This is an optimization exercise on Yosys and OpenROAD, whose aim is small area, a short achievable clock period and few clock cycles per item, not a production implementation.
RTL that was checked went through simulation tests only; none was proved equivalent to the original.
Only the layout flow was run in runs 1 and 2; the RTL was not checked for function there.
Power and IR drop assume default switching activity.

--- flow/design.v ---
module ble_sync_correlator (
    input  wire [31:0] window,    
    input  wire [31:0] aa,
    output wire [4:0]  ge
);
    wire [31:0] d;
    genvar k;
    generate
        for (k = 0; k < 32; k = k + 1) begin : g_d
            assign d[k] = window[k] ^ aa[31 - k];
        end
    endgenerate
    wire [1:0] p [0:15];
    generate
        for (k = 0; k < 16; k = k + 1) begin : g_p
            assign p[k] = {d[2*k] & d[2*k+1], d[2*k] | d[2*k+1]};
        end
    endgenerate
    wire [3:0] q [0:7];
    generate
        for (k = 0; k < 8; k = k + 1) begin : g_q
            ble_therm_merge #(.W(2)) u_m (.a({3'd0, p[2*k]}), .b({3'd0, p[2*k+1]}), .c(q[k]));
        end
    endgenerate
    wire [4:0] o [0:3];
    generate
        for (k = 0; k < 4; k = k + 1) begin : g_o
            ble_therm_merge #(.W(5)) u_m (.a({1'b0, q[2*k]}), .b({1'b0, q[2*k+1]}), .c(o[k]));
        end
    endgenerate
    wire [4:0] h0, h1;
    ble_therm_merge #(.W(5)) u_h0 (.a(o[0]), .b(o[1]), .c(h0));
    ble_therm_merge #(.W(5)) u_h1 (.a(o[2]), .b(o[3]), .c(h1));
    ble_therm_merge #(.W(5)) u_t  (.a(h0), .b(h1), .c(ge));
endmodule
module ble_therm_merge #(parameter W = 5) (
    input  wire [4:0]   a,
    input  wire [4:0]   b,
    output wire [W-1:0] c
);
    wire [5:0] ax = {a, 1'b1};    
    wire [5:0] bx = {b, 1'b1};
    genvar n, i;
    generate
        for (n = 1; n <= W; n = n + 1) begin : g_n
            wire [n:0] t;
            for (i = 0; i <= n; i = i + 1) begin : g_i
                assign t[i] = ax[i] & bx[n - i];
            end
            assign c[n-1] = |t;
        end
    endgenerate
endmodule
module ble_rx_deframer (
    input  wire        clk,
    input  wire        rst,             
    input  wire [31:0] cfg_aa,
    input  wire        cfg_phy2m,       
    input  wire [5:0]  cfg_channel,
    input  wire        cfg_whiten,
    input  wire [23:0] cfg_crc_init,
    input  wire        bit_valid,
    input  wire        bit_data,
    input  wire        bit_last,
    output wire        bit_ready,
    output reg         pdu_valid,
    output wire [7:0]  pdu_data,
    output wire        res_valid,
    output wire [11:0] res_flags,
    output wire [15:0] res_sync_pos,
    output wire [31:0] res_aa,
    output wire [15:0] res_hdr,
    output wire [7:0]  res_pdu_len,
    output wire [23:0] res_crc,
    output wire [23:0] res_crc_rx,
    output wire [15:0] res_nbits
);
    reg         ready_r;
    reg         take, data, last;             
    reg         rst_r;                        
    reg  [46:0] hist;                         
    reg         hdr15;
    reg  [31:0] aa_r;
    reg         phy_r, wht_r;
    reg  [15:0] nbits, pos;
    reg         ev, hitr, synced;
    reg  [23:0] crc, sr;
    reg  [6:0]  wh;
    reg  [2:0]  bitcnt;
    reg         hb;
    reg  [7:0]  bc;
    reg         p_hdr, p_pay, p_crc, done;    
    reg         mism, fin;
    reg         rv_r, ge32_r, full_r;
    reg         u;                            
    reg  [4:0]  psum;                         
    reg         o_nsyn, o_f9, o_f8, o_hv, o_ok;  
    assign bit_ready = ready_r;
    wire take_in = bit_valid & ready_r;
    wire synced_any = synced | hitr;
    wire hdr_valid  = ~p_hdr;
    wire clr        = fin & ~done;
    assign res_valid = rv_r;
    wire start = rst_r | rv_r;
    wire full = full_r | (nbits[5] & (nbits[4] | (nbits[3] & ~phy_r)));
    wire [4:0] aa_ge;
    ble_sync_correlator u_corr (
        .window ({hist[30:0], data}),
        .aa     (aa_r),
        .ge     (aa_ge)
    );
    wire       ge32   = ge32_r | nbits[5];
    wire       e_in   = (hist[30] ^ ~u) & ge32;
    wire       e_out  = ((phy_r ? hist[46] : hist[38]) ^ ~u) & full;
    wire       q      = aa_r[0] ^ ~u;
    wire [4:0] lpre   = phy_r ? 5'd16 : 5'd8;
    wire [4:0] pm     = q ? (lpre - psum) : psum;
    wire       hit    = (pm == 5'd0) ? ~aa_ge[4] :
                        (pm == 5'd1) ? ~aa_ge[3] :
                        (pm == 5'd2) ? ~aa_ge[2] :
                        (pm == 5'd3) ? ~aa_ge[1] :
                        (pm == 5'd4) ? ~aa_ge[0] : 1'b0;
    wire [4:0] psum_adj = (e_in & ~e_out) ? psum + 5'd1 :
                          (~e_in & e_out) ? psum - 5'd1 : psum;
    wire        nb_inc = take & ~last;
    wire        ps_inc = ev & ~hitr;
    wire [15:0] nbits_inc, pos_inc;
    genvar gi;
    generate
        for (gi = 0; gi < 16; gi = gi + 1) begin : g_cnt
            assign nbits_inc[gi] = nbits[gi] ^ (nb_inc & ((gi == 0) | &nbits[(gi > 0 ? gi - 1 : 0):0]));
            assign pos_inc[gi]   = pos[gi] ^ (ps_inc & ((gi == 0) | &pos[(gi > 0 ? gi - 1 : 0):0]));
        end
    endgenerate
    wire fbit     = take & synced_any & ~done;
    wire dbit     = data ^ (wht_r & wh[0]);
    wire sin      = dbit & ~clr;
    wire byte_end = fbit & (bitcnt == 3'd7);
    wire [7:0] len = {hist[32], hist[33], hist[34], hist[35], hist[36], hist[37], hist[38], hist[39]};
    wire bc_eq    = (bc == len);
    wire bc_2     = (bc == 8'd2);
    wire in_pdu   = p_hdr | (p_pay & ~bc_eq);
    wire lastbit  = take & last & ~done;      
    wire shift_en = (take | clr) & ~synced_any;
    wire up_en    = synced_any ? ((fbit & p_hdr) | (clr & ~hdr_valid)) : shift_en;
    wire done_next = done | (byte_end & p_crc & bc_2);
    wire crc_fb  = crc[23] ^ dbit;
    wire crc_run = fbit & in_pdu;
    wire crc_sin = clr ? 1'b0 : (crc_run ? crc_fb : crc[23]);
    wire crc_tap = crc_run & crc_fb;
    wire synced_n = ~start & synced_any;
    wire done_n   = ~start & done_next;
    wire p_hdr_n  = start | (p_hdr & ~(byte_end & hb));
    wire mism_n   = (start | ~synced_any) ? 1'b0 :
                    (fbit & ~in_pdu) ? (mism | (crc[23] ^ dbit)) : mism;
    always @(posedge clk) begin
        aa_r   <= cfg_aa;
        phy_r  <= cfg_phy2m;
        wht_r  <= cfg_whiten;
        o_nsyn <= ~synced_n;
        o_f9   <= ~synced_n | done_n;
        o_f8   <= ~(synced_n & done_n);
        o_hv   <= ~p_hdr_n;
        o_ok   <= done_n & ~mism_n;
        if (rst)
            ready_r <= 1'b1;
        else if (take_in & bit_last)
            ready_r <= 1'b0;
        else if (res_valid)
            ready_r <= 1'b1;
        take  <= take_in & ~rst;
        data  <= bit_data;
        last  <= bit_last;
        rst_r <= rst;
        if (shift_en)
            hist[31:0] <= {hist[30:0], data & ~clr};
        if (up_en) begin
            hist[46:33] <= hist[45:32];
            hist[32]    <= synced_any ? sin : hist[31];
            hdr15       <= hist[46];
        end
        nbits  <= start ? 16'd1 : nbits_inc;
        u      <= ~start & (u ^ take);
        ge32_r <= ~start & ge32;
        full_r <= ~start & full;
        if (start | take)
            psum <= start ? 5'd0 : psum_adj;
        pos    <= (start | (clr & ~synced_any)) ? 16'd0 : pos_inc;
        ev     <= ~start & take & full & ~synced_any;
        hitr   <= ~start & take & full & ~synced_any & hit;
        synced <= synced_n;
        if (~synced_any)
            wh <= {1'b1, cfg_channel};
        else if (fbit)
            wh <= {wh[5:0], wh[6] ^ wh[3]};
        if (~synced_any & ~clr)
            crc <= cfg_crc_init;
        else if (fbit | clr)
            crc <= {crc[22:0], crc_sin} ^ ({24{crc_tap}} & 24'h00065A);
        mism <= mism_n;
        if (fbit | clr)
            sr <= {sin, sr[23:1]};
        pdu_valid <= ~rst & ~start & byte_end & in_pdu;
        if (start) begin
            p_hdr <= 1'b1;
            p_pay <= 1'b0;
            p_crc <= 1'b0;
            done  <= 1'b0;
        end else if (byte_end) begin
            if (p_hdr & hb) begin
                p_hdr <= 1'b0;
                p_pay <= 1'b1;
            end
            if (p_pay & bc_eq) begin
                p_pay <= 1'b0;
                p_crc <= 1'b1;
            end
            if (p_crc & bc_2) begin
                p_crc <= 1'b0;
                done  <= 1'b1;
            end
        end
        if (start | lastbit) begin
            bitcnt <= 3'd0;
            bc     <= 8'd0;
        end else if (clr) begin
            {bc[2:0], bitcnt} <= {bc[2:0], bitcnt} + 6'd1;
        end else if (~synced_any) begin
            bitcnt <= 3'd0;
            bc     <= 8'd0;
        end else if (fbit) begin
            bitcnt <= bitcnt + 3'd1;
            if (byte_end & ~p_hdr)
                bc <= (p_pay & bc_eq) ? 8'd1 : bc + 8'd1;
        end
        if (start | ~synced_any)
            hb <= 1'b0;
        else if (byte_end)
            hb <= 1'b1;
        rv_r <= ~rst & ~start & ((((take_in & bit_last) | lastbit) & done_next) |
                                 (clr & (bc[2:0] == 3'd6) & (bitcnt == 3'd6)));
        if (start)
            fin <= 1'b0;
        else if (lastbit)
            fin <= 1'b1;
    end
    genvar g;
    generate
        for (g = 0; g < 32; g = g + 1) begin : g_aa
            assign res_aa[g] = hist[31 - g];
        end
        for (g = 1; g < 16; g = g + 1) begin : g_hdr
            assign res_hdr[g] = hist[47 - g];
        end
        for (g = 0; g < 24; g = g + 1) begin : g_crc
            assign res_crc[g] = crc[23 - g];
        end
    endgenerate
    assign res_hdr[0]   = hdr15;
    assign res_flags    = {synced, o_nsyn, o_f9, o_f8, 4'b0000, o_hv, synced, o_ok, o_ok};
    assign res_sync_pos = pos;
    assign res_pdu_len  = done ? len : {6'd0, hdr_valid, 1'b0};
    assign res_crc_rx   = sr;
    assign res_nbits    = nbits;
    assign pdu_data     = sr[23:16];
endmodule
--- flow/flow/run.sh ---
#!/bin/bash
# Standard ORFS layout (the standard.sh) with: plain buf_1 cells as the
# port buffers, a larger setup margin for the resizer's timing repair, and a
# clock tree of clkbuf_8 buffers without dummy loads.
set -euo pipefail
cd "$(dirname "${BASH_SOURCE[0]}")/.."
export BUFFER_PORTS_ARGS="-buffer_cell sky130_fd_sc_hd__buf_1"
export SETUP_SLACK_MARGIN=5.45
export CTS_ARGS="-sink_clustering_enable -repair_clock_nets -dont_use_dummy_load -buf_list sky130_fd_sc_hd__clkbuf_8 -sink_clustering_size 16 -sink_clustering_max_diameter 60 -root_buf sky130_fd_sc_hd__clkbuf_16 -distance_between_buffers 1000 -branching_point_buffers_distance 1000"
bash standard.sh > standard.log 2>&1
--- flow/standard.sh ---
#!/bin/bash
# synth_recipe.tcl (not shown) runs the flow's synth.tcl, then flattens the netlist and writes it again
# the make line also repeats each setting of config.mk as NAME=value (left out here)
make -C /OpenROAD-flow-scripts/flow DESIGN_CONFIG=/design/flow/config.mk WORK_HOME=/design/flow/orfs CLKGATE_MAP_FILE= SYNTH_SCRIPT=/design/flow/synth_recipe.tcl "${@:-finish}"
--- flow/config.mk ---
export PLATFORM = sky130hd
export DESIGN_NAME = ble_rx_deframer
export DESIGN_NICKNAME = ble_rx_deframer
export VERILOG_FILES = /design/flow/design.v
export SDC_FILE = /design/flow/constraint.sdc
export NUM_CORES = 4
export LEC_CHECK = 0
export CAP_MARGIN = 20
export CORE_MARGIN = 2
export CORE_UTILIZATION = 60
export PLACE_DENSITY = 0.75
export SLEW_MARGIN = 20
--- flow/constraint.sdc ---
create_clock -name core_clock -period 8.5 [get_ports {clk}]
set_input_delay 1.7000 -clock core_clock [delete_from_list [all_inputs] [get_ports {clk}]]
set_output_delay 1.7000 -clock core_clock [all_outputs]
set_load 0.01 [all_outputs]
==> results of run 1 <==
-- critical path: cells and delay by family, from the launching register on --
kind / cells / cell delay, ns
flip-flops: 1 / 0.48
AND/OR/NAND/NOR: 1 / 0.20
buffers and inverters: 1 / 0.12
-- metal layers --
| layer | global-route usage, % | vias to the layer above |
|---|---|---|
| met2 | 34.9 | 209 |
| met4 | 5.95 | 0 |
| met1 | 31.2 | 2876 |
| met5 | 0 | - |
| met3 | 3.81 | 31 |
| li1 | - | 3078 |
-- power by group --
group | switching [W] | leakage, nW | internal [W]
Clock | 0.000294 | 0.138 | 0.000212
Combinational | 0.000125 | 1.47 | 0.0000727
Sequential | 0.0000340 | 1.89 | 0.00112
Total | 0.000453 | 3.50 | 0.00140
-- area by class of cell --
| type | instances | area (um2) | share of cell area [%] |
|---|---|---|---|
| Clock buffer | 17 | 268 | 2.68 |
| Inverter | 18 | 67.6 | 0.676 |
| Multi-Input combinational cell | 498 | 3290 | 32.9 |
| Sequential cell | 210 | 5280 | 52.8 |
| Tap cell | 184 | 230 | 2.30 |
| Timing Repair Buffer | 227 | 867 | 8.67 |
-- flip-flops by register name, indices dropped and copies added (netlist names), 3 cells and up --
signal  count
wh          7
hist       47
sr         24
nbits      16
bc          8
crc        24
pos        16
psum        5
bitcnt      3
aa_r       32
-- metrics by stage --
stage | total power (W) | worst slack, ns | hold slack (ns) | instance area [um2]
after floorplan | 0.00131 | 5.87 | 0.437 | 8850
after global placement | 0.00136 | 5.77 | 0.431 | 9710
after detailed placement | 0.00137 | 5.59 | 0.440 | 9710
after CTS | 0.00187 | 5.51 | 0.450 | 9990
after global routing | 0.00193 | 5.47 | 0.449 | 10000
final | 0.00185 | 5.54 | 0.445 | 10000
-- cells in the mapped netlist, types with 14 or more instances --
| master | number |
|---|---|
| edfxtp_1 | 107 |
| dfxtp_1 | 103 |
| nor2_1 | 98 |
| nand2_1 | 63 |
| xor2_1 | 62 |
| xnor2_1 | 30 |
| a21oi_1 | 24 |
| buf_4 | 21 |
| a211oi_1 | 18 |
| inv_1 | 18 |
| nand3_1 | 18 |
| mux2_2 | 17 |
| clkbuf_1 | 15 |
| nor3_1 | 15 |
| ha_1 | 14 |
| o21ai_0 | 14 |
-- worst max-delay path by stage --
stage | endpoint | start | slack [ns] | cells past startpoint
after floorplan | hdr15 | hitr | 5.87 | 5
after global placement | hdr15 | take | 5.77 | 4
after detailed placement | hist[46] | take | 5.59 | 4
after CTS | res_pdu_len[0] | hist[39] | 5.51 | 2
after global routing | res_pdu_len[0] | hist[39] | 5.47 | 2
final | res_pdu_len[0] | hist[39] | 5.54 | 2
-- cells by family after synthesis --
family / Yosys count
flip-flops: 210
buffers and inverters: 56
XOR/XNOR: 93
AO/OA/AOI/OAI: 101
multiplexers: 20
other: 1
adder cells (fa/ha/maj): 15
AND/OR/NAND/NOR: 265
-- what timing repair did --
action | in CTS | in global routing
gates resized for setup | 1 | 1
endpoints found under the setup margin | 8 | 1
setup buffers | 2 | 0
==> results.cfg, run 1 <==
[setup_path]
end_kind = output port
worstPathMaxFanout = 4
r2r_end = hitr
path_cells = and2_1 > buf_1
crit_type = reg2out
start_kind = register
slowest_delay_ns = 0.48
crit_required_ns = 6.80
rr_worst_depth = 10
rrSetupSlack_ns = 5.77
crit-reg2reg-launch = psum[0]
slowest_stage = edfxtp_1
critPathArrivalTime_ns = 1.26

[global_routing]
grt_start_max_net_pins = 34
antenna_found_initial = 0
grt.overflow.total = 0
grt_pass1_vias = 5877
grt_pass1_wl_mm = 28.3
grtUsageTotal_pct = 21.8

[drt]
wirelength_mm = 17.4
dr_wl_met3_mm = 1.06
drtIter0Drc = 335
firstDrtPassIters = 5
antenna_left = 0
wl_met1_mm = 7.89
wl_per_cell_um = 15.0
vias = 6194
met2WireLength_mm = 8.03
post-route-drc-count = 0
top_layer = met4
viasPerCell = 5.37

[sta]
min_period_ns = 2.96
rsz0062_at_grt = no
finalSetupTns_ns = 0
fin_worst_skew_ns = 0.0706
fmax_mhz = 338
tightestPinTransition_ns = 1.00
maxSlewViolCount = 0
finalHoldViolCount = 0
relSlewSlack_pct = 32.9
period_share_pct = 34.8
setup_violations = 0

[logic_synthesis]
synthTopCellsByArea = edfxtp_1 (36%), dfxtp_1 (23%), xor2_1 (6.1%)
synth-async-reset-ratio_pct = 0
synth_flop_cell = edfxtp_1
synthMuxAreaShare_pct = 2.51
synth_cell_types = 63
syn-cell-area_um2 = 8830
ys_ff_latch = 210
synth_warnings = 2
syn_inst = 761
synth_top_family_by_area = simple AND/OR/NAND/NOR gates
synth_edf_count = 107
synth_compound_area_share_pct = 8.05
synth_xor_xnor_area_share_pct = 9.31
ys_seq_area_share_pct = 59.7
syn_avg_cell_area_um2 = 11.6
synth.largest_area_cell = edfxtp_1
synthAdderAreaFrac_pct = 2.21
synthSimpleGateAreaFrac_pct = 14.9
synth_top_cell_area_share_pct = 36.4

[floorplanning]
io_pins = 228
die_x_um = 125
die_area_um2 = 15700
die_h_um = 125
initial_core_util_pct = 61.0
core_area_um2 = 14500
std_cell_rows = 44

[power_and_ir_drop]
p_leak_nw = 3.50
ir_drop_uv = 148
p_per_area_nw_per_um2 = 185

[clock_tree]
clk_pin_slew_ns = 0.09
cts_buffer_depth = 3
clk_latency_ns = 0.47
ctsHtreeMaxLevel = 1
cts_sinks = 210
ctsRootBufferMaster = clkbuf_16
ctsHoldBuffers = 0
cts_made_buffers = 17
cts_tree = yes

[cells_and_area]
drive_gt1_share_pct = 7.11
final_common_cell = buf_1
fin_util_pct = 69.1
fin_nets = 1056
layout.cells.most_common_list = buf_1 (223), edfxtp_1 (107), dfxtp_1 (102)
area_growth_pct = 13.2
fin_cells = 1154
nFillCells = 1178
num_antenna_cells = 0

[worst_hold_path]
hold_start = hist[19]
holdCritPathClass = reg2reg
min_to = hist[20]
holdPathStages = 0

[status]
status = complete, no violations

[place]
io_buffer_count = 223
placed_cells = 1135
dp_hpwl_mm = 12.8
place_congestion = 0.894

[job]
maxCapViolCount = 0
==> run 2: changes to the inputs <==
--- a/flow/flow/run.sh
+++ b/flow/flow/run.sh
@@ -5,6 +5,6 @@
 set -euo pipefail
 cd "$(dirname "${BASH_SOURCE[0]}")/.."
 export BUFFER_PORTS_ARGS="-buffer_cell sky130_fd_sc_hd__buf_1"
-export SETUP_SLACK_MARGIN=5.45
+export SETUP_SLACK_MARGIN=5.55
 export CTS_ARGS="-sink_clustering_enable -repair_clock_nets -dont_use_dummy_load -buf_list sky130_fd_sc_hd__clkbuf_8 -sink_clustering_size 16 -sink_clustering_max_diameter 60 -root_buf sky130_fd_sc_hd__clkbuf_16 -distance_between_buffers 1000 -branching_point_buffers_distance 1000"
 bash standard.sh > standard.log 2>&1
==> results.cfg, run 2 <==
[global_routing]
grt_start_max_net_pins = 34
grt.overflow.total = 0
grtUsageTotal_pct = 22.3
grt_pass1_vias = 5941
grt_pass1_wl_mm = 28.7
antenna_found_initial = 0

[setup_path]
rrSetupSlack_ns = 5.81
rr_worst_depth = 10
crit-reg2reg-launch = hist[32]
start_kind = register
end_kind = output port
crit_required_ns = 6.80
r2r_end = crc[4]
crit_type = reg2out
critPathArrivalTime_ns = 1.22
worstPathMaxFanout = 3

[power_and_ir_drop]
p_per_area_nw_per_um2 = 184
total_power_w = 0.00186
p_leak_nw = 3.57
ir_drop_uv = 148

[logic_synthesis]
synth_warnings = 2
yosysMostFrequentCell = edfxtp_1
ys_seq_area_share_pct = 59.7
synth_flop_cell = edfxtp_1
synthTopCellsByCount = edfxtp_1 (107), dfxtp_1 (103), nor2_1 (98)
syn_avg_cell_area_um2 = 11.6
syn_inst = 761
synth_cell_types = 63
ys_ff_latch = 210
synth-async-reset-ratio_pct = 0
synth_top_cell_area_share_pct = 36.4
synthTopCellsByArea = edfxtp_1 (36%), dfxtp_1 (23%), xor2_1 (6.1%)
syn-cell-area_um2 = 8830
synth_edf_count = 107
synth.largest_area_cell = edfxtp_1

[sta]
min_period_ns = 2.92
fmax_mhz = 343
rsz0062_at_grt = yes
hold_ws_ns = 0.443
finalHoldViolCount = 0
relSlewSlack_pct = 33.2
tightestPinTransition_ns = 0.999
period_share_pct = 34.3
finalSetupTns_ns = 0
fin_worst_skew_ns = 0.0705
maxSlewViolCount = 0
setup_violations = 0

[floorplanning]
core_area_um2 = 14500
initial_core_util_pct = 61.0
io_pins = 228
die_h_um = 125
std_cell_rows = 44
die_x_um = 125
die_area_um2 = 15700

[drt]
vias = 6274
wirelength_mm = 17.7
wl_per_cell_um = 15.2
post-route-drc-count = 0
antenna_left = 0
viasPerCell = 5.37
drtIter0Drc = 362
firstDrtPassIters = 5

[clock_tree]
cts_made_buffers = 17
cts_sinks = 210
ctsHoldBuffers = 0
cts_buffer_depth = 3
cts_tree = yes
clk_pin_slew_ns = 0.09
ctsHtreeMaxLevel = 1
clk_latency_ns = 0.47
ctsRootBufferMaster = clkbuf_16

[cells_and_area]
largest_reg_flops = 47
area_growth_pct = 14.6
layout.cells.most_common_list = buf_1 (222), edfxtp_1 (107), dfxtp_1 (102)
reg_top3 = hist: 47 flops, aa_r: 32 flops
drive_gt1_share_pct = 8.73
final_common_cell = buf_1
top_register = hist
num_antenna_cells = 0
fin_nets = 1071
nFillCells = 1156

[worst_hold_path]
holdPathStages = 0
hold_start = hist[19]
holdCritPathClass = reg2reg
min_to = hist[20]

[place]
place_congestion = 0.894
dp_hpwl_mm = 12.8
io_buffer_count = 223

[status]
status = complete, no violations

[job]
maxCapViolCount = 0
run 2: worst max-delay path by stage:
stage,endpoint,slack (ns),startpoint
after floorplan,hdr15,5.87,hitr
after global placement,hdr15,5.77,take
after detailed placement,hist[46],5.59,take
after CTS,res_pdu_len[1],5.54,done
after global routing,res_pdu_len[1],5.50,done
final,res_pdu_len[6],5.58,hist[33]
run 2: power breakdown:
part | switching [W] | leakage (nW) | internal [W]
logic | 0.000129 | 1.55 | 0.0000783
registers | 0.0000328 | 1.89 | 0.00112
clock network | 0.000294 | 0.138 | 0.000212
run 2: per-layer routing:
layer  up-vias  part of all wire (%)  global-route usage [%]
met5         -                     0                       0
met3        34                   5.9                    3.89
met2       209                    47                    36.2
met4         0                   2.3                    5.95
met1      2916                    45                    31.3
li1       3115                     -                       -
run 2: what timing repair did:
item,4_1_cts,5_1_grt
resized for setup,1,4
endpoints found under the hold margin,0,0
pin swaps,0,1
setup buffers,14,3
endpoints found under the setup margin,8,9
run 2: worst max-delay path, stage by stage, from the launching register on:
cell      delay (ns)
edfxtp_1        0.43
and2_1          0.19
buf_1           0.12
run 2: cell families (layout without fill, tap and decap cells):
family                     count (synthesis)  count (layout)  share of synthesized area (%)
and+or+nand+nor                          265             265                           14.9
DFF                                      210             210                           59.7
AOI/OAI and AO/OA                        101             101                           8.05
xor gates and xnor gates                  93              93                           9.31
buffers and inverters                     56             277                           3.30
muxes                                     20              20                           2.51
adders and majority gates                 15              15                           2.21
other                                      1               4                         0.0425
run 2: layout make-up:
cell class / count / area [um2] / share of cell area, %
flip-flops and latches: 210 / 5280 / 52.2
multi-input cells: 498 / 3300 / 32.6
repair buffers: 242 / 981 / 9.69
clock buffers: 17 / 268 / 2.65
well taps: 184 / 230 / 2.27
inverters: 18 / 67.6 / 0.667
run 2: through the flow:
stage          cell area [um2]  setup WS (ns)  util [%]  std cells
2_1_floorplan             8850           5.87         -        764
3_5_place_dp              9710           5.59      67.1       1135
3_3_place_gp              9710           5.77      67.1       1135
6_report                 10100           5.58      69.9       1169
5_1_grt                  10100           5.50      69.9       1169
4_1_cts                  10100           5.54      69.7       1166
==> run 3: changes to the inputs <==
--- a/flow/design.v
+++ b/flow/design.v
@@ -95,6 +95,7 @@
     reg         u;                            
     reg  [4:0]  psum;                         
     reg         o_nsyn, o_f9, o_f8, o_hv, o_ok;  
+    reg  [7:0]  o_plen;                       
     assign bit_ready = ready_r;
     wire take_in = bit_valid & ready_r;
     wire synced_any = synced | hitr;
@@ -162,6 +163,7 @@
         o_f8   <= ~(synced_n & done_n);
         o_hv   <= ~p_hdr_n;
         o_ok   <= done_n & ~mism_n;
+        o_plen <= done_n ? len : {6'd0, ~p_hdr_n, 1'b0};
         if (rst)
             ready_r <= 1'b1;
         else if (take_in & bit_last)
@@ -259,7 +261,7 @@
     assign res_hdr[0]   = hdr15;
     assign res_flags    = {synced, o_nsyn, o_f9, o_f8, 4'b0000, o_hv, synced, o_ok, o_ok};
     assign res_sync_pos = pos;
-    assign res_pdu_len  = done ? len : {6'd0, hdr_valid, 1'b0};
+    assign res_pdu_len  = o_plen;
     assign res_crc_rx   = sr;
     assign res_nbits    = nbits;
     assign pdu_data     = sr[23:16];
--- a/flow/flow/run.sh
+++ b/flow/flow/run.sh
@@ -5,6 +5,6 @@
 set -euo pipefail
 cd "$(dirname "${BASH_SOURCE[0]}")/.."
 export BUFFER_PORTS_ARGS="-buffer_cell sky130_fd_sc_hd__buf_1"
-export SETUP_SLACK_MARGIN=5.55
+export SETUP_SLACK_MARGIN=5.45
 export CTS_ARGS="-sink_clustering_enable -repair_clock_nets -dont_use_dummy_load -buf_list sky130_fd_sc_hd__clkbuf_8 -sink_clustering_size 16 -sink_clustering_max_diameter 60 -root_buf sky130_fd_sc_hd__clkbuf_16 -distance_between_buffers 1000 -branching_point_buffers_distance 1000"
 bash standard.sh > standard.log 2>&1
==> results.cfg, run 3 <==
[status]
status = complete, no violations

[clock_tree]
cts_made_buffers = 17
clk_latency_ns = 0.47
ctsHoldBuffers = 0
cts_tree = yes
cts-resized-gates = 0
ctsRootBufferMaster = clkbuf_16
cts_buffer_depth = 3
ctsHtreeMaxLevel = 1
cts_sinks = 218
clk_pin_slew_ns = 0.09
cts_setup_buffers = 0

[cells_and_area]
layout.cells.most_common_list = buf_1 (223), dfxtp_1 (111), edfxtp_1 (107)
drive_gt1_share_pct = 6.73
largest_reg_flops = 47
final_common_cell = buf_1
nFillCells = 1164
fin_nets = 1067
reg_top3 = hist: 47 flops, aa_r: 32 flops
top_register = hist
area_growth_pct = 13.0
fin_cells = 1166

[setup_path]
slowest_stage = edfxtp_1
path_cells = buf_1
critPathArrivalTime_ns = 1.17
rrSetupSlack_ns = 5.79
r2r_end = hist[43]
start_kind = register
rr_worst_depth = 4
end_kind = output port
slowest_delay_ns = 0.50
crit_required_ns = 6.80
crit-reg2reg-launch = fin
path_buf_inv = 1
crit_type = reg2out
critical_path.top_delay_family = flip-flops
worstPathMaxFanout = 4

[global_routing]
grt_pass1_wl_mm = 27.7
grtUsageTotal_pct = 21.0
grt_start_max_net_pins = 34
grt_pass1_vias = 5691
antenna_found_initial = 1
grt.overflow.total = 0

[floorplanning]
die_area_um2 = 16100
core_area_um2 = 14600
io_pins = 228
initial_core_util_pct = 61.7
std_cell_rows = 44
die_h_um = 127
die_x_um = 127

[power_and_ir_drop]
p_leak_nw = 3.58
ir_drop_uv = 146
p_per_area_nw_per_um2 = 186

[sta]
tightestPinTransition_ns = 1.02
min_period_ns = 2.87
setup_violations = 0
fin_worst_skew_ns = 0.0387
hold_ws_ns = 0.457
period_share_pct = 33.8
relSlewSlack_pct = 31.5
finalSetupTns_ns = 0
fmax_mhz = 348
maxSlewViolCount = 0
rsz0062_at_grt = no
finalHoldViolCount = 0
worst_slack_ns = 5.63

[place]
place_congestion = 0.840
dp_slack_ns = 5.66
placed_cells = 1148
dp_hpwl_mm = 12.7
io_buffer_count = 223

[logic_synthesis]
synthTopCellsByCount = dfxtp_1 (111), edfxtp_1 (107), nor2_1 (91)
synth_edf_count = 107
synthTopCellsByArea = edfxtp_1 (36%), dfxtp_1 (25%), xnor2_1 (5.6%)
synth_warnings = 2
synth_cell_types = 68
synth_top_cell_area_share_pct = 35.5
syn_avg_cell_area_um2 = 11.7
yosysMostFrequentCell = dfxtp_1
synth.largest_area_cell = edfxtp_1
synth-async-reset-ratio_pct = 0
ys_ff_latch = 218
syn-cell-area_um2 = 9040
syn_inst = 772
ys_seq_area_share_pct = 60.1
synth_flop_cell = dfxtp_1

[drt]
drtIter0Drc = 290
viasPerCell = 5.32
wl_per_cell_um = 14.8
antenna_left = 0
post-route-drc-count = 0
vias = 6206
wirelength_mm = 17.3
firstDrtPassIters = 5

[worst_hold_path]
holdPathStages = 0
hold_start = sr[11]
holdCritPathClass = reg2reg
min_to = sr[10]

[job]
maxCapViolCount = 0
## run 3: metrics by stage
step | power (W) | cell area [um2] | util (%)
final | 0.00191 | 10200 | 69.8
after global routing | 0.00199 | 10200 | 69.8
after CTS | 0.00193 | 10200 | 69.8
after detailed placement | 0.00141 | 9950 | 67.9
after global placement | 0.00141 | 9920 | 67.7
after floorplan | 0.00135 | 9050 | -
## run 3: cells by family after synthesis
kind of cell               share of synthesized area, %
and+or+nand+nor                                    13.7
DFF                                                60.1
AOI/OAI and AO/OA                                  8.25
xor gates and xnor gates                           10.3
buffers and inverters                              3.13
muxes                                              2.23
adders and majority gates                          2.27
other                                            0.0415
## run 3: where the power goes
part / switching (W) / total (W) / internal [W]
Sequential: 0.0000365 / 0.00119 / 0.00115
Clock: 0.000303 / 0.000516 / 0.000213
Combinational: 0.000119 / 0.000201 / 0.0000820
Total: 0.000458 / 0.00191 / 0.00145
## run 3: layout make-up
class	instances	area (um2)	area share, %
antenna	1	2.50	0.0245
tap	184	230	2.25
timing repair buffer	226	880	8.61
clock buffer	17	268	2.62
sequential	218	5440	53.2
multi-input combinational	504	3350	32.7
inverter	16	60.1	0.588
## run 3: how the worst max path moves through the flow
stage / from / cells after the start / to
finish: hist[30] / 1 / res_aa[1]
CTS: hist[30] / 1 / res_aa[1]
global placement: take / 4 / hdr15
detailed placement: take / 4 / hist[46]
floorplan: hitr / 4 / hdr15
global route: fin / 4 / hist[45]
## run 3: layer usage
layer  GRT usage (%)  vias to the layer above  share of wire [%]
met4            4.27                        0                1.5
met3            5.65                       25                8.4
met1            31.0                     2843                 47
li1                -                     3119                  -
met2            31.8                      219                 43
met5               0                        -                  0
Testbench counts of run 3, summed over its fixed seeds: cycles 147,147, bits 146,743.
==> run 4: changes to the inputs <==
--- a/flow/flow/run.sh
+++ b/flow/flow/run.sh
@@ -5,6 +5,6 @@
 set -euo pipefail
 cd "$(dirname "${BASH_SOURCE[0]}")/.."
 export BUFFER_PORTS_ARGS="-buffer_cell sky130_fd_sc_hd__buf_1"
-export SETUP_SLACK_MARGIN=5.45
+export SETUP_SLACK_MARGIN=5.55
 export CTS_ARGS="-sink_clustering_enable -repair_clock_nets -dont_use_dummy_load -buf_list sky130_fd_sc_hd__clkbuf_8 -sink_clustering_size 16 -sink_clustering_max_diameter 60 -root_buf sky130_fd_sc_hd__clkbuf_16 -distance_between_buffers 1000 -branching_point_buffers_distance 1000"
 bash standard.sh > standard.log 2>&1
==> results.cfg, run 4 <==
[sta]
relSlewSlack_pct = 35.4
min_period_ns = 2.86
fmax_mhz = 350
setup_violations = 0
fin_worst_skew_ns = 0.0187
finalSetupTns_ns = 0
period_share_pct = 33.6
rsz0062_at_grt = no
worst_slack_ns = 5.64
maxSlewViolCount = 0
finalHoldViolCount = 0
tightestPinTransition_ns = 0.966

[global_routing]
antenna_found_initial = 0
grtUsageMet2_pct = 31.4
grt_start_max_net_pins = 34
grt_pass1_vias = 5759
grt.overflow.total = 0
grt_busiest_layer = met1
grtUsageMet3_pct = 5.48
grtUsageTotal_pct = 21.1
gr-usage-met1_pct = 31.5
grt_pass1_wl_mm = 27.9

[status]
status = complete, no violations

[setup_path]
rrSetupSlack_ns = 5.82
path_cells = buf_1
crit_required_ns = 6.80
rr_worst_depth = 4
critPathArrivalTime_ns = 1.16
crit_type = reg2out
start_kind = register
end_kind = output port
r2r_end = hist[41]
critical_path.top_delay_family = flip-flops
path_buf_inv = 1
slowest_delay_ns = 0.51
crit-reg2reg-launch = fin
worstPathMaxFanout = 5
slowest_stage = edfxtp_1

[cells_and_area]
fin_nets = 1066
area_growth_pct = 12.7
final_common_cell = buf_1
drive_gt1_share_pct = 6.73
top_register = hist
nFillCells = 1148
layout.cells.most_common_list = buf_1 (223), dfxtp_1 (111), edfxtp_1 (107)
fin_cells = 1164
largest_reg_flops = 47
fin_util_pct = 69.6
design_area_um2 = 10200
num_antenna_cells = 0
reg_top3 = hist: 47 flops, aa_r: 32 flops

[drt]
firstDrtPassIters = 5
vias = 6279
post-route-drc-count = 0
drtIter0Drc = 366
viasPerCell = 5.39
antenna_left = 0
wirelength_mm = 17.2
wl_per_cell_um = 14.8

[power_and_ir_drop]
p_leak_nw = 3.57
ir_drop_uv = 129
p_per_area_nw_per_um2 = 187

[clock_tree]
cts_tree = yes
ctsHtreeMaxLevel = 1
cts-resized-gates = 0
ctsHoldBuffers = 0
clk_latency_ns = 0.46
cts_buffer_depth = 3
clk_pin_slew_ns = 0.10
cts_made_buffers = 17
cts_sinks = 218
ctsRootBufferMaster = clkbuf_16
cts_setup_buffers = 0

[worst_hold_path]
min_to = sr[6]
hold_start = sr[7]
holdCritPathClass = reg2reg
holdPathStages = 0

[place]
place_area_um2 = 9920
placed_cells = 1147
place_congestion = 0.868
dp_slack_ns = 5.67
io_buffer_count = 223
dp_hpwl_mm = 12.7

[logic_synthesis]
syn_avg_cell_area_um2 = 11.7
ys_seq_area_share_pct = 60.1
synth_edf_count = 107
synth_top_cell_area_share_pct = 35.5
synth.largest_area_cell = edfxtp_1
syn_inst = 772
syn-cell-area_um2 = 9040
yosysMostFrequentCell = dfxtp_1
synth_flop_cell = dfxtp_1
ys_ff_latch = 218
synthTopCellsByCount = dfxtp_1 (111), edfxtp_1 (107), nor2_1 (91)
synthTopCellsByArea = edfxtp_1 (36%), dfxtp_1 (25%), xnor2_1 (5.6%)
synth-async-reset-ratio_pct = 0
synth_warnings = 2
synth_cell_types = 68

[floorplanning]
die_area_um2 = 16100
die_h_um = 127
die_x_um = 127
initial_core_util_pct = 61.7
core_area_um2 = 14600
std_cell_rows = 44
io_pins = 228

[job]
maxCapViolCount = 0
-- run 4: cell count changes in the layout (fill, tap and decap cells not counted) --
cell     delta
diode_2     -1
nand2_1     -1
nand2_2     +1
buf_16      -1
-- run 4: kinds of logic (layout without fill, tap and decap cells) --
logic type                 Yosys count  after routing  share of synthesized area, %
buffers and inverters               53            258                          3.13
other                                1              4                        0.0415
DFF                                218            218                          60.1
adders and majority gates           16             16                          2.27
xor gates and xnor gates            98             98                          10.3
and+or+nand+nor                    262            262                          13.7
AOI/OAI and AO/OA                  106            106                          8.25
muxes                               18             18                          2.23
-- run 4: cell type report --
cell class	instances	area, um2	area share [%]
Sequential cell	218	5440	53.3
Multi-Input combinational cell	504	3350	32.8
Timing Repair Buffer	225	852	8.36
Clock buffer	17	268	2.63
Tap cell	184	230	2.26
Inverter	16	60.1	0.589
-- run 4: worst max-delay path by stage --
stage	slack, ns	depth (start not counted)	from	to
after global routing	5.56	4	fin	hist[36]
after detailed placement	5.67	4	take	hist[45]
after CTS	5.62	1	hist[30]	res_aa[1]
after floorplan	6.07	4	hitr	hdr15
final	5.64	1	hist[38]	res_hdr[9]
after global placement	5.80	4	take	hdr15
-- run 4: where the power goes --
part,switching [W],leakage (nW),total [W],internal (W)
clock,0.000301,0.138,0.000514,0.000213
combinational,0.000118,1.48,0.000199,0.0000808
sequential,0.0000360,1.95,0.00119,0.00115
total,0.000456,3.57,0.00190,0.00145
-- run 4: per-stage QoR --
| step | hold slack (ns) | total power, W |
|---|---|---|
| after floorplan | 0.432 | 0.00135 |
| after global placement | 0.431 | 0.00141 |
| after detailed placement | 0.434 | 0.00141 |
| after CTS | 0.454 | 0.00192 |
| after global routing | 0.461 | 0.00199 |
| final | 0.452 | 0.00190 |
-- run 4: metal layers --
layer	up-vias	routed length [um]
met2	235	7320
met1	2902	8180
met3	25	1430
li1	3117	-
met5	-	0
met4	0	303
==> run 5: changes to the inputs <==
--- a/flow/config.mk
+++ b/flow/config.mk
@@ -7,6 +7,6 @@
 export LEC_CHECK = 0
 export CAP_MARGIN = 20
 export CORE_MARGIN = 2
-export CORE_UTILIZATION = 60
-export PLACE_DENSITY = 0.75
+export CORE_UTILIZATION = 65
+export PLACE_DENSITY = 0.8
 export SLEW_MARGIN = 20
==> results.cfg, run 5 <==
[sta]
tightestPinTransition_ns = 0.994
relSlewSlack_pct = 33.5
min_period_ns = 2.89
hold_ws_ns = 0.444
finalHoldViolCount = 0
maxSlewViolCount = 0
rsz0062_at_grt = no
finalSetupTns_ns = 0
fmax_mhz = 346
period_share_pct = 34.0
fin_worst_skew_ns = 0.0621
setup_violations = 0

[clock_tree]
cts_tree = yes
ctsHoldBuffers = 0
cts_buffer_depth = 3
ctsRootBufferMaster = clkbuf_16
clk_pin_slew_ns = 0.09
ctsHtreeMaxLevel = 1
cts-resized-gates = 0
cts_sinks = 218
cts_setup_buffers = 0
clk_latency_ns = 0.47
cts_made_buffers = 18

[floorplanning]
std_cell_rows = 43
initial_core_util_pct = 65.9
die_h_um = 122
io_pins = 228
die_x_um = 122
core_area_um2 = 13700
die_area_um2 = 14900

[logic_synthesis]
synth_top_cell_area_share_pct = 35.5
synth_edf_count = 107
synthTopCellsByArea = edfxtp_1 (36%), dfxtp_1 (25%), xnor2_1 (5.6%)
syn_avg_cell_area_um2 = 11.7
synth-async-reset-ratio_pct = 0
yosysMostFrequentCell = dfxtp_1
synth_flop_cell = dfxtp_1
synth.largest_area_cell = edfxtp_1
ys_ff_latch = 218
synth_warnings = 2
ys_seq_area_share_pct = 60.1
syn-cell-area_um2 = 9040
syn_inst = 772
synthTopCellsByCount = dfxtp_1 (111), edfxtp_1 (107), nor2_1 (91)
synth_cell_types = 68

[setup_path]
worstPathMaxFanout = 5
critPathArrivalTime_ns = 1.19
start_kind = register
path_cells = buf_1
crit_type = reg2out
slowest_delay_ns = 0.51
crit_required_ns = 6.80
path_buf_inv = 1
slowest_stage = edfxtp_1
critical_path.top_delay_family = flip-flops
end_kind = output port

[place]
place_area_um2 = 9910
place_congestion = 0.842
dp_hpwl_mm = 13.7
io_buffer_count = 223

[global_routing]
grt_pass1_vias = 6038
antenna_found_initial = 0
grtUsageTotal_pct = 24.5
grt_pass1_wl_mm = 29.2
grt_start_max_net_pins = 34
grt.overflow.total = 0

[drt]
drtIter0Drc = 372
post-route-drc-count = 0
wirelength_mm = 18.6
firstDrtPassIters = 5
antenna_left = 0
wl_per_cell_um = 16.0
viasPerCell = 5.57
vias = 6465

[status]
status = complete, no violations

[cells_and_area]
seq_area_um2 = 5440
reg_top3 = hist: 47 flops, aa_r: 32 flops
multi_input_area_um2 = 3350
final_common_cell = buf_1
layout.cells.most_common_list = buf_1 (223), dfxtp_1 (111), edfxtp_1 (107)
drive_gt1_share_pct = 6.84
top_register = hist
fin_nets = 1066
design_area_um2 = 10200
num_antenna_cells = 0
largest_reg_flops = 47
nFillCells = 1002
area_growth_pct = 12.8

[power_and_ir_drop]
p_leak_nw = 3.57
p_per_area_nw_per_um2 = 189
ir_drop_uv = 162
total_power_w = 0.00193

[job]
maxCapViolCount = 0

[worst_hold_path]
holdCritPathClass = reg2reg
==> run 5: cell types whose count changed in the layout (fill, tap and decap cells not counted), sizes merged <==
| cell | previous run | this run |
|---|---|---|
| buf | 225 | 224 |
| clkbuf | 17 | 18 |
==> run 5: logic make-up after synthesis <==
family / Yosys count / share of synthesized area (%)
AOI/OAI and AO/OA: 106 / 8.25
and+or+nand+nor: 262 / 13.7
buffers and inverters: 53 / 3.13
xor gates and xnor gates: 98 / 10.3
muxes: 18 / 2.23
DFF: 218 / 60.1
adders and majority gates: 16 / 2.27
other: 1 / 0.0415
==> run 5: cell type report <==
cell class / count / share of cell area, %
Sequential cell: 218 / 53.3
Tap cell: 180 / 2.21
Clock buffer: 18 / 2.76
Multi-Input combinational cell: 504 / 32.9
Inverter: 16 / 0.589
Timing Repair Buffer: 224 / 8.28
==> run 5: worst paths after layout <==
| check | slack [ns] | depth (start not counted) | endpoint | start |
|---|---|---|---|---|
| max | 5.61 | 1 | res_hdr[9] | hist[38] |
| min | 0.44 | 0 | hist[11] | hist[10] |
| max reg2reg | 5.84 | 4 | hist[44] | fin |
| min reg2reg | 0.44 | 0 | hist[11] | hist[10] |
==> run 5: where the power goes <==
part / switching (W) / internal (W)
clock network: 0.000312 / 0.000222
registers: 0.0000370 / 0.00115
logic: 0.000121 / 0.0000804
==> run 5: per-stage QoR <==
stage | std cells | util [%] | setup slack, ns
finish | 1160 | 74.3 | 5.61
global route | 1160 | 74.3 | 5.58
CTS | 1160 | 74.3 | 5.62
detailed placement | 1142 | 72.2 | 5.67
global placement | 1142 | 72.2 | 5.78
floorplan | 775 | - | 6.07
==> run 5: routing by layer <==
metal | routed length, um | vias to the layer above | share of wire, % | track usage [%]
met5 | 0 | - | 0 | 0
met1 | 8110 | 3043 | 44 | 34.2
met3 | 1670 | 34 | 9.0 | 5.81
met4 | 375 | 0 | 2.0 | 6.54
met2 | 8420 | 268 | 45 | 38.9
li1 | - | 3120 | - | -
==> run 5: worst reg2reg max path: stages (launching register included) <==
cell     delay, ns
dfxtp_1       0.38
nor2b_1       0.53
nor2_1        0.15
nor2_4        0.77
a31o_2        0.50
==> run 6: changes to the inputs <==
--- a/flow/config.mk
+++ b/flow/config.mk
@@ -7,6 +7,6 @@
 export LEC_CHECK = 0
 export CAP_MARGIN = 20
 export CORE_MARGIN = 2
-export CORE_UTILIZATION = 65
-export PLACE_DENSITY = 0.8
+export CORE_UTILIZATION = 50
+export PLACE_DENSITY = 0.65
 export SLEW_MARGIN = 20
==> results.cfg, run 6 <==
[global_routing]
antenna_found_initial = 0
grt_pass1_wl_mm = 29.3
grtUsageTotal_pct = 18.3
grt_pass1_vias = 5815
grt.overflow.total = 0
grt_start_max_net_pins = 34

[clock_tree]
ctsHtreeMaxLevel = 1
clk_latency_ns = 0.48
cts_sinks = 218
cts-resized-gates = 0
clk_pin_slew_ns = 0.10
ctsHoldBuffers = 0
cts_setup_buffers = 0
cts_made_buffers = 19
cts_buffer_depth = 3
cts_tree = yes
ctsRootBufferMaster = clkbuf_16

[cells_and_area]
top_register = hist
largest_reg_flops = 47
drive_gt1_share_pct = 6.92
final_common_cell = buf_1
num_antenna_cells = 0
fin_nets = 1069
reg_top3 = hist: 47 flops, aa_r: 32 flops
nFillCells = 1561
area_growth_pct = 13.7
layout.cells.most_common_list = buf_1 (223), dfxtp_1 (111), edfxtp_1 (107)

[sta]
setup_violations = 0
fin_worst_skew_ns = 0.0502
period_share_pct = 33.5
relSlewSlack_pct = 33.8
maxSlewViolCount = 0
fmax_mhz = 351
tightestPinTransition_ns = 0.991
min_period_ns = 2.85
finalHoldViolCount = 0
finalSetupTns_ns = 0
rsz0062_at_grt = no

[drt]
drtIter0Drc = 263
wirelength_mm = 18.2
vias = 6208
wl_per_cell_um = 15.0
firstDrtPassIters = 5
viasPerCell = 5.12
antenna_left = 0
post-route-drc-count = 0

[logic_synthesis]
synth_compound_area_share_pct = 8.25
syn-cell-area_um2 = 9040
synthMuxAreaShare_pct = 2.23
yosysMostFrequentCell = dfxtp_1
synth_warnings = 2
synth_xor_xnor_area_share_pct = 10.3
syn_inst = 772
synthTopCellsByArea = edfxtp_1 (36%), dfxtp_1 (25%), xnor2_1 (5.6%)
synth_top_family_by_area = simple AND/OR/NAND/NOR gates
ys_ff_latch = 218
synthAdderAreaFrac_pct = 2.27
synth_edf_count = 107
syn_avg_cell_area_um2 = 11.7
synth_cell_types = 68
synth_flop_cell = dfxtp_1
synth.largest_area_cell = edfxtp_1
ys_seq_area_share_pct = 60.1
synth_top_cell_area_share_pct = 35.5
synthSimpleGateAreaFrac_pct = 13.7
synth-async-reset-ratio_pct = 0
synthTopCellsByCount = dfxtp_1 (111), edfxtp_1 (107), nor2_1 (91)

[status]
status = complete, no violations

[power_and_ir_drop]
ir_drop_uv = 129
p_per_area_nw_per_um2 = 189
total_power_w = 0.00194
p_leak_nw = 3.59

[place]
io_buffer_count = 223
dp_hpwl_mm = 13.2
place_congestion = 0.815

[setup_path]
slowest_stage = edfxtp_1
critPathArrivalTime_ns = 1.15
critical_path.top_delay_family = flip-flops
crit_required_ns = 6.80
path_cells = buf_1
end_kind = output port
slowest_delay_ns = 0.47
worstPathMaxFanout = 4
start_kind = register
crit_type = reg2out
path_buf_inv = 1

[floorplanning]
std_cell_rows = 49
core_area_um2 = 17800
die_h_um = 138
die_x_um = 138
initial_core_util_pct = 50.7
io_pins = 228
die_area_um2 = 19200

[worst_hold_path]
holdCritPathClass = reg2reg

[job]
maxCapViolCount = 0
==> run 6: cell types whose count changed in the layout (fill, tap and decap cells not counted) <==
| cell | delta |
|---|---|
| o21ai_2 | -1 |
| o21ai_1 | +1 |
| clkbuf_8 | +1 |
| nand2_1 | +1 |
| nand2_2 | -1 |
| buf_4 | +2 |
==> run 6: worst paths after layout <==
check                               from   endpoint  slack [ns]  depth (start not counted)
worst max-delay path            hist[30]  res_aa[1]        5.65                          1
worst min register to register    sr[15]     sr[14]        0.44                          0
worst max register to register       fin   hist[43]        5.83                          4
worst min-delay path              sr[15]     sr[14]        0.44                          0
==> run 6: final cells by class <==
class                   instances  area [um2]  share of cell area, %
repair buffers                226         860                   8.36
clock buffers                  19         295                   2.87
inverters                      16        60.1                  0.584
multi-input cells             504        3350                   32.5
well taps                     229         287                   2.79
flip-flops and latches        218        5440                   52.9
==> run 6: kinds of logic after synthesis <==
family | after synthesis
compound gates | 106
xor+xnor | 98
fa+ha+maj | 16
buf+inv | 53
flops | 218
mux | 18
other cells | 1
simple gates | 262
==> run 6: metrics by stage <==
stage                     std cells  hold slack (ns)  cell area [um2]  utilization (%)  setup WS, ns
after floorplan                 775            0.432             9060                -          6.07
after global placement         1193            0.431             9980             56.0          5.75
after detailed placement       1193            0.433             9980             56.0          5.63
after CTS                      1212            0.444            10300             57.6          5.60
after global routing           1212            0.462            10300             57.6          5.57
final                          1212            0.441            10300             57.6          5.65
==> run 6: per-layer routing <==
layer  up-vias  global-route usage [%]  part of all wire, %
met2       203                    27.5                   42
met4         0                    3.87                  1.3
li1       3116                       -                    -
met5         -                       0                    0
met1      2868                    26.8                   48
met3        21                    5.20                  8.6
==> run 6: report_power, final <==
group          leakage (nW)  switching, W  internal (W)  total [W]
clock                 0.152      0.000319      0.000233   0.000552
combinational          1.49      0.000119     0.0000810   0.000200
sequential             1.95     0.0000362       0.00115    0.00119
total                  3.59      0.000474       0.00147    0.00194
==> run 7: changes to the inputs <==
==> flow/flow/run.sh (replaced) <==
#!/bin/bash
# Standard ORFS layout (the standard.sh) with: plain buf_1 cells as the
# port buffers, a larger setup margin for the resizer's timing repair, and a
# clock tree of clkbuf_8 buffers without dummy loads.
set -euo pipefail
cd "$(dirname "${BASH_SOURCE[0]}")/.."
export BUFFER_PORTS_ARGS="-buffer_cell sky130_fd_sc_hd__buf_1"
export SETUP_SLACK_MARGIN=5.55
export CTS_ARGS="-repair_clock_nets -dont_use_dummy_load -buf_list sky130_fd_sc_hd__clkbuf_16 -root_buf sky130_fd_sc_hd__clkbuf_16"
bash standard.sh > standard.log 2>&1
--- a/flow/config.mk
+++ b/flow/config.mk
@@ -7,6 +7,6 @@
 export LEC_CHECK = 0
 export CAP_MARGIN = 20
 export CORE_MARGIN = 2
-export CORE_UTILIZATION = 50
-export PLACE_DENSITY = 0.65
+export CORE_UTILIZATION = 60
+export PLACE_DENSITY = 0.75
 export SLEW_MARGIN = 20
==> results.cfg, run 7 <==
[status]
status = complete, no violations

[drt]
dr_wl_met3_mm = 1.38
wl_met1_mm = 8.16
antenna_left = 0
met2WireLength_mm = 7.60
drtIter0Drc = 382
wirelength_mm = 17.3
viasPerCell = 5.39
top_layer = met4
wl_per_cell_um = 14.9
firstDrtPassIters = 5
vias = 6272
post-route-drc-count = 0

[floorplanning]
die_x_um = 127
core_area_um2 = 14600
io_pins = 228
die_h_um = 127
initial_core_util_pct = 61.7
die_area_um2 = 16100
std_cell_rows = 44

[logic_synthesis]
synth_top_cell_area_share_pct = 35.5
yosysMostFrequentCell = dfxtp_1
synth_edf_count = 107
synth-async-reset-ratio_pct = 0
synthTopCellsByArea = edfxtp_1 (36%), dfxtp_1 (25%), xnor2_1 (5.6%)
ys_ff_latch = 218
synth_flop_cell = dfxtp_1
ys_seq_area_share_pct = 60.1
synth_warnings = 2
syn_inst = 772
synthTopCellsByCount = dfxtp_1 (111), edfxtp_1 (107), nor2_1 (91)
synth_cell_types = 68
synth.largest_area_cell = edfxtp_1
syn_avg_cell_area_um2 = 11.7
syn-cell-area_um2 = 9040

[setup_path]
r2r_end = hist[38]
crit-reg2reg-launch = fin
endpoint = res_hdr[9]
path_buf_inv = 1
start_kind = register
slowest_delay_ns = 0.50
crit_path_start = hist[38]
rr_worst_depth = 4
crit_type = reg2out
path_depth = 1
critical_path.top_delay_family = flip-flops
crit_required_ns = 6.80
worstPathMaxFanout = 5
end_kind = output port
slowest_stage = edfxtp_1
rrSetupSlack_ns = 5.82
path_cells = buf_1
critPathArrivalTime_ns = 1.11

[cells_and_area]
drive_gt1_share_pct = 6.73
num_antenna_cells = 0
reg_top3 = hist: 47 flops, aa_r: 32 flops
fin_nets = 1066
largest_reg_flops = 47
layout.cells.most_common_list = buf_1 (223), dfxtp_1 (111), edfxtp_1 (107)
seq_area_um2 = 5440
multi_input_area_um2 = 3350
fin_util_pct = 70.7
area_growth_pct = 14.5
final_common_cell = buf_1
nFillCells = 1118
top_register = hist

[job]
maxCapViolCount = 0

[global_routing]
grt_pass1_wl_mm = 28.1
grtUsageTotal_pct = 21.8
grt.overflow.total = 0
grt_start_max_net_pins = 34
grt_pass1_vias = 5826
antenna_found_initial = 0

[worst_hold_path]
holdCritPathClass = reg2reg
holdPathStages = 0

[sta]
rsz0062_at_grt = no
period_share_pct = 33.0
worst_slack_ns = 5.69
tightestPinTransition_ns = 0.980
finalHoldViolCount = 0
relSlewSlack_pct = 34.5
setup_violations = 0
hold_ws_ns = 0.450
min_period_ns = 2.81
fmax_mhz = 356
finalSetupTns_ns = 0
fin_worst_skew_ns = 0.0245
maxSlewViolCount = 0

[clock_tree]
ctsHtreeMaxLevel = 4
cts_made_buffers = 17
ctsHoldBuffers = 0
cts-resized-gates = 0
cts_sinks = 218
cts_setup_buffers = 0
clk_latency_ns = 0.43
clk_pin_slew_ns = 0.07
ctsRootBufferMaster = clkbuf_16
cts_tree = yes
cts_buffer_depth = 2

[place]
dp_hpwl_mm = 12.7
place_congestion = 0.868
io_buffer_count = 223
dp_slack_ns = 5.67

[power_and_ir_drop]
pwr-share-seq_pct = 58.0
p_switching_w = 0.000469
p_sw_share_pct = 22.9
ir_drop_uv = 146
p_clk_share_pct = 32.3
power_frac_comb_pct = 9.7
p_per_area_nw_per_um2 = 198
p_leak_nw = 3.64
p_int_w = 0.00158
==> run 7: worst min-delay path by stage <==
stage | slack, ns | to | from
after CTS | 0.45 | sr[3] | sr[4]
after floorplan | 0.43 | nbits[0] | rst_r
after global placement | 0.43 | sr[6] | sr[7]
after global routing | 0.46 | sr[9] | sr[10]
after detailed placement | 0.43 | sr[3] | sr[4]
final | 0.45 | sr[3] | sr[4]
==> run 7: final cells by class <==
cell class | instances | area share [%]
timing repair buffer | 225 | 8.23
sequential | 218 | 52.5
clock buffer | 17 | 4.11
multi-input combinational | 504 | 32.3
tap | 184 | 2.22
inverter | 16 | 0.580
==> run 7: stage by stage <==
| step | power (W) | cell area, um2 | cells |
|---|---|---|---|
| 2_1_floorplan | 0.00135 | 9060 | 775 |
| 4_1_cts | 0.00207 | 10300 | 1164 |
| 5_1_grt | 0.00214 | 10400 | 1164 |
| 3_5_place_dp | 0.00141 | 9920 | 1147 |
| 3_3_place_gp | 0.00141 | 9920 | 1147 |
| 6_report | 0.00205 | 10400 | 1164 |
==> run 7: power groups by stage <==
stage               Combinational [W]  Clock [W]  Sequential [W]
finish                       0.000200   0.000663         0.00119
CTS                          0.000201   0.000677         0.00119
global route                 0.000222   0.000720         0.00120
floorplan                    0.000130          0         0.00122
global placement             0.000196          0         0.00121
detailed placement           0.000200          0         0.00121
==> run 7: metal layers <==
| layer | vias to the layer above | track usage (%) |
|---|---|---|
| met5 | - | 0 |
| met4 | 0 | 6.46 |
| met3 | 14 | 6.96 |
| met2 | 227 | 32.5 |
| met1 | 2905 | 31.0 |
| li1 | 3126 | - |
==> run 7: logic make-up (layout without fill, tap and decap cells) <==
logic type	Yosys count	after routing	share of synthesized area, %
adders and majority gates	16	16	2.27
buffers and inverters	53	258	3.13
muxes	18	18	2.23
AOI/OAI and AO/OA	106	106	8.25
other	1	4	0.0415
and+or+nand+nor	262	262	13.7
DFF	218	218	60.1
xor gates and xnor gates	98	98	10.3
==> run 8: changes to the inputs <==
--- a/flow/flow/run.sh
+++ b/flow/flow/run.sh
@@ -6,5 +6,5 @@
 cd "$(dirname "${BASH_SOURCE[0]}")/.."
 export BUFFER_PORTS_ARGS="-buffer_cell sky130_fd_sc_hd__buf_1"
 export SETUP_SLACK_MARGIN=5.55
-export CTS_ARGS="-repair_clock_nets -dont_use_dummy_load -buf_list sky130_fd_sc_hd__clkbuf_16 -root_buf sky130_fd_sc_hd__clkbuf_16"
+export CTS_ARGS="-repair_clock_nets -dont_use_dummy_load -buf_list {sky130_fd_sc_hd__clkbuf_8 sky130_fd_sc_hd__clkbuf_16} -root_buf sky130_fd_sc_hd__clkbuf_16"
 bash standard.sh > standard.log 2>&1
==> results.cfg, run 8 <==
[status]
status = complete, no violations

[cells_and_area]
top_register = hist
reg_top3 = hist: 47 flops, aa_r: 32 flops
final_common_cell = buf_1
area_growth_pct = 14.5
fin_cells = 1164
fin_nets = 1066
largest_reg_flops = 47
fin_util_pct = 70.7
num_antenna_cells = 0
layout.cells.most_common_list = buf_1 (223), dfxtp_1 (111), edfxtp_1 (107)
drive_gt1_share_pct = 6.73

[job]
maxCapViolCount = 0

[logic_synthesis]
synthTopCellsByArea = edfxtp_1 (36%), dfxtp_1 (25%), xnor2_1 (5.6%)
yosysMostFrequentCell = dfxtp_1
synthMuxAreaShare_pct = 2.23
syn_inst = 772
synthSimpleGateAreaFrac_pct = 13.7
synth-async-reset-ratio_pct = 0
synthAdderAreaFrac_pct = 2.27
ys_ff_latch = 218
synth.largest_area_cell = edfxtp_1
synth_edf_count = 107
synth_compound_area_share_pct = 8.25
synth_top_cell_area_share_pct = 35.5
syn-cell-area_um2 = 9040
synth_warnings = 2
synthTopCellsByCount = dfxtp_1 (111), edfxtp_1 (107), nor2_1 (91)
synth_flop_cell = dfxtp_1
syn_avg_cell_area_um2 = 11.7
synth_cell_types = 68
synth_top_family_by_area = simple AND/OR/NAND/NOR gates
synth_xor_xnor_area_share_pct = 10.3
ys_seq_area_share_pct = 60.1

[setup_path]
path_cells = buf_1
crit_type = reg2out
path_buf_inv = 1
critical_path.top_delay_family = flip-flops
worstPathMaxFanout = 5
crit_required_ns = 6.80
path_depth = 1
critPathArrivalTime_ns = 1.11
start_kind = register
rr_worst_depth = 4
slowest_delay_ns = 0.50
slowest_stage = edfxtp_1
end_kind = output port

[clock_tree]
cts_tree = yes
cts_sinks = 218
ctsHtreeMaxLevel = 4
clk_pin_slew_ns = 0.07
ctsHoldBuffers = 0
cts_made_buffers = 17
cts-resized-gates = 0
cts_buffer_depth = 2
cts_setup_buffers = 0
ctsRootBufferMaster = clkbuf_16
clk_latency_ns = 0.43

[sta]
rsz0062_at_grt = no
hold_ws_ns = 0.450
fin_worst_skew_ns = 0.0245
min_period_ns = 2.81
relSlewSlack_pct = 34.5
finalHoldViolCount = 0
tightestPinTransition_ns = 0.980
fmax_mhz = 356
maxSlewViolCount = 0
period_share_pct = 33.0
finalSetupTns_ns = 0
setup_violations = 0

[place]
placed_cells = 1147
io_buffer_count = 223
place_congestion = 0.868
dp_hpwl_mm = 12.7

[power_and_ir_drop]
p_per_area_nw_per_um2 = 198
p_leak_nw = 3.64
power_frac_comb_pct = 9.7
ir_drop_uv = 146
p_int_w = 0.00158
p_sw_share_pct = 22.9
total_power_w = 0.00205
p_clk_share_pct = 32.3
pwr-share-seq_pct = 58.0
p_switching_w = 0.000469

[floorplanning]
io_pins = 228
die_x_um = 127
die_h_um = 127
die_area_um2 = 16100
core_area_um2 = 14600
std_cell_rows = 44
initial_core_util_pct = 61.7

[drt]
post-route-drc-count = 0
vias = 6272
firstDrtPassIters = 5
drtIter0Drc = 382
wirelength_mm = 17.3
viasPerCell = 5.39
antenna_left = 0
wl_per_cell_um = 14.9

[global_routing]
grt_pass1_vias = 5826
antenna_found_initial = 0
grtUsageTotal_pct = 21.8
grt.overflow.total = 0
grt_pass1_wl_mm = 28.1
grt_start_max_net_pins = 34

[worst_hold_path]
holdCritPathClass = reg2reg
holdPathStages = 0
==> run 8: cell counts after synthesis <==
Identical to the previous run, type by type.
==> run 8: final cells by class <==
type	instances	area (um2)
sequential	218	5440
fill	1118	4290
multi-input combinational	504	3350
timing repair buffer	225	852
clock buffer	17	425
tap	184	230
inverter	16	60.1
==> run 8: power by group through the flow <==
stage	sequential (W)	combinational (W)	clock, W
after floorplan	0.00122	0.000130	0
after global placement	0.00121	0.000196	0
after detailed placement	0.00121	0.000200	0
after CTS	0.00119	0.000201	0.000677
after global routing	0.00120	0.000222	0.000720
final	0.00119	0.000200	0.000663
==> run 8: logic make-up after synthesis <==
family	count (synthesis)
compound gates	106
flops	218
mux	18
simple gates	262
buf+inv	53
fa+ha+maj	16
xor+xnor	98
other cells	1
==> run 8: per-stage QoR <==
stage	area [um2]	setup WS, ns
4_1_cts	10300	5.67
2_1_floorplan	9060	6.07
6_report	10400	5.69
3_3_place_gp	9920	5.80
3_5_place_dp	9920	5.67
5_1_grt	10400	5.57
==> run 8: worst paths after layout <==
kind	end	startpoint	slack, ns
max	res_hdr[9]	hist[38]	5.69
min reg2reg	sr[3]	sr[4]	0.45
min	sr[3]	sr[4]	0.45
max reg2reg	hist[38]	fin	5.82
==> run 8: metal layers <==
layer	vias to the layer above	global-route usage (%)	wire [um]
met1	2905	31.0	8160
met3	14	6.96	1380
li1	3126	-	-
met5	-	0	0
met2	227	32.5	7600
met4	0	6.46	196
==> run 9: changes to the inputs <==
--- a/flow/flow/run.sh
+++ b/flow/flow/run.sh
@@ -6,5 +6,5 @@
 cd "$(dirname "${BASH_SOURCE[0]}")/.."
 export BUFFER_PORTS_ARGS="-buffer_cell sky130_fd_sc_hd__buf_1"
 export SETUP_SLACK_MARGIN=5.55
-export CTS_ARGS="-repair_clock_nets -dont_use_dummy_load -buf_list {sky130_fd_sc_hd__clkbuf_8 sky130_fd_sc_hd__clkbuf_16} -root_buf sky130_fd_sc_hd__clkbuf_16"
+export CTS_ARGS="-repair_clock_nets -dont_use_dummy_load -buf_list sky130_fd_sc_hd__clkbuf_8 -root_buf sky130_fd_sc_hd__clkbuf_8"
 bash standard.sh > standard.log 2>&1
==> results.cfg, run 9 <==
[floorplanning]
die_x_um = 127
io_pins = 228
initial_core_util_pct = 61.7
die_area_um2 = 16100
std_cell_rows = 44
core_area_um2 = 14600
die_h_um = 127

[drt]
post-route-drc-count = 0
firstDrtPassIters = 5
antenna_left = 0
wl_per_cell_um = 14.8
wirelength_mm = 17.2
vias = 6260
viasPerCell = 5.38
drtIter0Drc = 370

[clock_tree]
cts_buffer_depth = 2
ctsRootBufferMaster = clkbuf_8
cts_made_buffers = 17
cts_setup_buffers = 0
clk_pin_slew_ns = 0.11
cts_tree = yes
clk_latency_ns = 0.48
ctsHtreeMaxLevel = 4
cts_sinks = 218
cts-resized-gates = 0
ctsHoldBuffers = 0

[place]
place_congestion = 0.868
dp_hpwl_mm = 12.7
io_buffer_count = 223
placed_cells = 1147

[setup_path]
critPathArrivalTime_ns = 1.16
path_buf_inv = 1
start_kind = register
critical_path.top_delay_family = flip-flops
end_kind = output port
slowest_stage = edfxtp_1
crit_required_ns = 6.80
path_cells = buf_1
slowest_delay_ns = 0.51
worstPathMaxFanout = 5
crit_type = reg2out

[global_routing]
antenna_found_initial = 0
grtUsageTotal_pct = 21.7
grt_start_max_net_pins = 34
grt.overflow.total = 0
grt_pass1_vias = 5775
grt_pass1_wl_mm = 27.8

[logic_synthesis]
syn_inst = 772
syn_avg_cell_area_um2 = 11.7
synth_flop_cell = dfxtp_1
synth_cell_types = 68
yosysMostFrequentCell = dfxtp_1
synth_warnings = 2
synthTopCellsByCount = dfxtp_1 (111), edfxtp_1 (107), nor2_1 (91)
synth.largest_area_cell = edfxtp_1
synth-async-reset-ratio_pct = 0
syn-cell-area_um2 = 9040
synth_top_cell_area_share_pct = 35.5
synth_edf_count = 107
ys_seq_area_share_pct = 60.1
ys_ff_latch = 218
synthTopCellsByArea = edfxtp_1 (36%), dfxtp_1 (25%), xnor2_1 (5.6%)

[sta]
period_share_pct = 33.6
tightestPinTransition_ns = 0.962
hold_ws_ns = 0.455
setup_violations = 0
rsz0062_at_grt = no
fin_worst_skew_ns = 0.0380
min_period_ns = 2.86
finalHoldViolCount = 0
maxSlewViolCount = 0
finalSetupTns_ns = 0
relSlewSlack_pct = 35.7
fmax_mhz = 350

[worst_hold_path]
holdCritPathClass = reg2reg

[cells_and_area]
fin_cells = 1164
nFillCells = 1155
num_antenna_cells = 0
top_register = hist
final_common_cell = buf_1
drive_gt1_share_pct = 6.73
seq_area_um2 = 5440
largest_reg_flops = 47
area_growth_pct = 12.4
multi_input_area_um2 = 3350
reg_top3 = hist: 47 flops, aa_r: 32 flops
layout.cells.most_common_list = buf_1 (223), dfxtp_1 (111), edfxtp_1 (107)
fin_nets = 1066

[power_and_ir_drop]
ir_drop_uv = 150
p_leak_nw = 3.55
p_switching_w = 0.000451
p_sw_share_pct = 24.2
power_frac_comb_pct = 10.7
p_clk_share_pct = 25.4
p_per_area_nw_per_um2 = 183
pwr-share-seq_pct = 63.8
p_int_w = 0.00141

[status]
status = complete, no violations

[job]
maxCapViolCount = 0
## run 9: logic make-up after synthesis
logic type                 count (synthesis)  synth area share, %
xor gates and xnor gates                  98                 10.3
adders and majority gates                 16                 2.27
other                                      1               0.0415
and+or+nand+nor                          262                 13.7
AOI/OAI and AO/OA                        106                 8.25
buffers and inverters                     53                 3.13
muxes                                     18                 2.23
DFF                                      218                 60.1
## run 9: cell type report
class | count | share of cell area, %
Sequential cell | 218 | 53.5
Inverter | 16 | 0.591
Tap cell | 184 | 2.27
Multi-Input combinational cell | 504 | 33.0
Clock buffer | 17 | 2.30
Timing Repair Buffer | 225 | 8.39
## run 9: power by group through the flow
stage / registers [W] / logic (W) / clock network (W)
after floorplan: 0.00122 / 0.000130 / 0
after global placement: 0.00121 / 0.000196 / 0
after detailed placement: 0.00121 / 0.000200 / 0
after CTS: 0.00119 / 0.000200 / 0.000488
after global routing: 0.00120 / 0.000222 / 0.000527
final: 0.00119 / 0.000200 / 0.000474
## run 9: path summary, 6_finish.rpt
| check | startpoint | depth (start not counted) | slack [ns] | end |
|---|---|---|---|---|
| worst min register to register | sr[10] | 0 | 0.45 | sr[9] |
| worst max register to register | fin | 4 | 5.83 | hist[44] |
| worst max-delay path | hist[38] | 1 | 5.64 | res_hdr[9] |
| worst min-delay path | sr[10] | 0 | 0.45 | sr[9] |
## run 9: layer usage
metal | vias up | part of all wire [%] | GRT usage, %
met5 | - | 0 | 0
met4 | 0 | 0.77 | 5.43
met3 | 12 | 8.3 | 7.63
met2 | 230 | 43 | 31.9
met1 | 2899 | 48 | 31.0
li1 | 3119 | - | -
## run 9: per-stage QoR
step / cell area, um2 / total power, W / utilization [%] / setup slack, ns
global placement: 9920 / 0.00141 / 67.7 / 5.80
finish: 10200 / 0.00186 / 69.4 / 5.64
global route: 10200 / 0.00195 / 69.4 / 5.56
detailed placement: 9920 / 0.00141 / 67.7 / 5.67
CTS: 10200 / 0.00188 / 69.3 / 5.60
floorplan: 9060 / 0.00135 / - / 6.07
## run 9: worst reg2reg max path, delay by kind of cell (launching register included)
family,cells,cell delay (ns)
AOI/OAI and AO/OA,1,0.51
DFF,1,0.38
and+or+nand+nor,3,1.43
